What follows belongs to an exercise in optimizing a design on an open flow for a short achievable clock period and few clock cycles; a production flow would make more cautious choices.

== lane 1 ==
Design cvb, start of the top module:
module cvb (
    input  wire        clk,
    input  wire        rst,           
    input  wire        host_wr,
    input  wire [2:0]  host_waddr,
    input  wire [15:0] host_wdata,
    input  wire [2:0]  host_raddr,
    output wire [15:0] host_rdata,
    output wire        busy,
    output wire [2:0]  outcome,
    output wire        mem_en,
    output wire        mem_we,
    output wire [15:0] mem_addr,
    output wire [7:0]  mem_wdata,
    input  wire [7:0]  mem_rdata,
    output wire        poll_en,
    output wire [1:0]  poll_sel,      
    input  wire        poll_ans,
    output wire        put_en,
    output wire [7:0]  put_data,
    output wire        get_en,
    input  wire [7:0]  get_data,
    output wire        chs_valid,
    output wire [7:0]  chs_data,
    input  wire        chs_ready,
    input  wire        chs_err,
    input  wire        chr_valid,
    input  wire [7:0]  chr_data,
    input  wire        chr_err,
    output wire        chr_ready
);
    localparam [2:0] O_NONE    = 3'd0,
                     O_OK      = 3'd1,
                     O_TIMEOUT = 3'd2,
                     O_CHERR   = 3'd3,
                     O_MALF    = 3'd4,
                     O_INVAL   = 3'd5,
                     O_NOTF    = 3'd6,
  ...
Size in the first run: roughly 3000 cells after synthesis, about 480 flip-flops.
export LEC_CHECK = 0
export CAP_MARGIN = 20
export CORE_MARGIN = 2
export CORE_UTILIZATION = 60
export PLACE_DENSITY = 0.7
export SETUP_SLACK_MARGIN = 3.0
export SLEW_MARGIN = 20
export SYNTH_HIERARCHICAL = 1
export SYNTH_MINIMUM_KEEP_SIZE = 0
create_clock -name core_clock -period 6.0 [get_ports {clk}]
run.sh (not shown) runs the stock make flow with config.mk's settings and CLKGATE_MAP_FILE= SYNTH_SCRIPT=/design/flow/synth_recipe.tcl, a recipe that flattens the netlist after the stock synthesis.
Lane 1 went all the way through synthesis, placement and routing and the layout is clean on timing, DRC and antenna.
#### Input delta (lane 2 over lane 1)
-- flow/design.v --
<<< lane 1, line 60
    reg [7:0]  q0, q1, q2, q3, q4;  
    reg [2:0]  qn;
    reg [15:0] rp;                
    reg [4:0]  rleft;             
>>> lane 2, line 60
    reg [7:0]  q0, q1, q2, q3, q4;  
    reg [2:0]  qn;
    reg        cv_r;              
    reg        bsel;              
    reg [15:0] rp;                
    reg [4:0]  rleft;             
<<< lane 1, line 117
    cvb_o_op3 u_chs_valid (
        .host_wr(host_wr), .host_waddr(host_waddr), .opc(host_wdata[7:0]), .busy(busy_r),
        .ok(ptr_nz), .r((qn != 3'd0) | (m_enc & rdp)), .q(chs_valid)
    );
    cvb_o_op4 u_chr_ready (
>>> lane 2, line 119
    cvb_o_op3 u_chs_valid (
        .host_wr(host_wr), .host_waddr(host_waddr), .opc(host_wdata[7:0]), .busy(busy_r),
        .ok(ptr_nz), .r(cv_r), .q(chs_valid)
    );
    cvb_o_op4 u_chr_ready (
<<< lane 1, line 148
    assign put_data  = (rdp & m_wr) ? mem_rdata : (m_wr ? pbuf : fill);
    assign get_en    = get_en_r;
    assign chs_data  = (m_enc & (qn == 3'd0)) ? mem_rdata : q0;    
    wire        hw_ok   = host_wr & idle_r;
    wire [15:0] ptr_n   = (hw_ok && host_waddr == 3'd2) ? host_wdata : ptr;
>>> lane 2, line 150
    assign put_data  = (rdp & m_wr) ? mem_rdata : (m_wr ? pbuf : fill);
    assign get_en    = get_en_r;
    assign chs_data  = bsel ? mem_rdata : q0;    
    wire        hw_ok   = host_wr & idle_r;
    wire [15:0] ptr_n   = (hw_ok && host_waddr == 3'd2) ? host_wdata : ptr;
<<< lane 1, line 206
            rdp  <= 1'b0;
            qn   <= 3'd0;
            rbv  <= 1'b0;
            hv   <= 1'b0;
>>> lane 2, line 208
            rdp  <= 1'b0;
            qn   <= 3'd0;
            cv_r <= 1'b0;
            bsel <= 1'b0;
            rbv  <= 1'b0;
            hv   <= 1'b0;
<<< lane 1, line 290
                q0          <= (st_enc & chs_ready) ? 8'h40 : 8'h20;
                qn          <= st_enc ? (chs_ready ? 3'd1 : 3'd2) : 3'd0;
                if (cmd_wr) begin
                    if (host_wdata[7:3] != 5'd0 || opb == 3'd0 || opb[2:1] == 2'b11) begin
>>> lane 2, line 294
                q0          <= (st_enc & chs_ready) ? 8'h40 : 8'h20;
                qn          <= st_enc ? (chs_ready ? 3'd1 : 3'd2) : 3'd0;
                cv_r        <= st_enc;
                bsel        <= 1'b0;
                if (cmd_wr) begin
                    if (host_wdata[7:3] != 5'd0 || opb == 3'd0 || opb[2:1] == 2'b11) begin
<<< lane 1, line 420
                end
                qn <= qn_next;
                occ <= occ - {2'd0, xfer} + {2'd0, push_t} + {2'd0, rd_ok};
                if (push_t) trl_push <= trl_push[0] ? 2'b10 : 2'b00;
>>> lane 2, line 426
                end
                qn <= qn_next;
                cv_r <= (qn_next != 3'd0) | rd_now;
                bsel <= (qn_next == 3'd0);
                occ <= occ - {2'd0, xfer} + {2'd0, push_t} + {2'd0, rd_ok};
                if (push_t) trl_push <= trl_push[0] ? 2'b10 : 2'b00;
<<< lane 1, line 539
                chr_ready_r <= 1'b0;
                qn          <= 3'd0;
                q0          <= 8'h20;
                hv          <= 1'b0;
>>> lane 2, line 547
                chr_ready_r <= 1'b0;
                qn          <= 3'd0;
                cv_r        <= 1'b0;
                bsel        <= 1'b0;
                q0          <= 8'h20;
                hv          <= 1'b0;
### Flow results
- Against lane 1, lane 2 comes in 1 higher on site row count.
- Between lane 1 and lane 2, the flow reports HPWL after detailed placement increasing by a few percent.
- [lane 2] post-synthesis sequential area ratio fell 0.38 points relative to lane 1
- The run with more routed wire is lane 2, not lane 1.
- For the total of flip-flops plus latches after synthesis, lane 2 came in 2 higher than lane 1 did.
- Setup slack: lane 2 more than lane 1
- Min final standard cell utilization of the core across lane 2 and lane 1: lane 2
- Note that the initial detailed-routing violation count recorded for lane 2 amounts to 0.916 times the value seen in lane 1.
- | well-tap cell count | lane 2 vs lane 1 | 1.3% higher |
No functional check of the RTL was part of any run of this note.

what the ideal ports hide:
The flow's constraints put no driver on any port. The routed layouts listed below were extracted and timed again, unchanged, in two steps. Step 1 (the two cells are an assumption about what drives the block):
set clk [get_ports {clk}]
set_driving_cell -lib_cell sky130_fd_sc_hd__clkbuf_16 $clk
set_driving_cell -lib_cell sky130_fd_sc_hd__buf_2 [delete_from_list [all_inputs] $clk]
Step 2 also shifts input and output timing later by t, the mid clock arrival at the registers, as if the neighbouring blocks saw the same clock. Three values: ideal, step 1, step 2; two values: the first two.
run	t (ns)	setup WS [ns]	hold WS [ns]
lane 1	0.680	2.487 / 2.438 / 2.351	0.453 / 0.453 / 0.453
lane 2	0.679	2.588 / 2.533 / 2.227	0.451 / 0.451 / 0.451
After both steps setup and hold are still met in every run listed. The setup slack of lane 2, which loses most, moves by -0.055 ns with the drivers and by -0.361 ns with both steps.
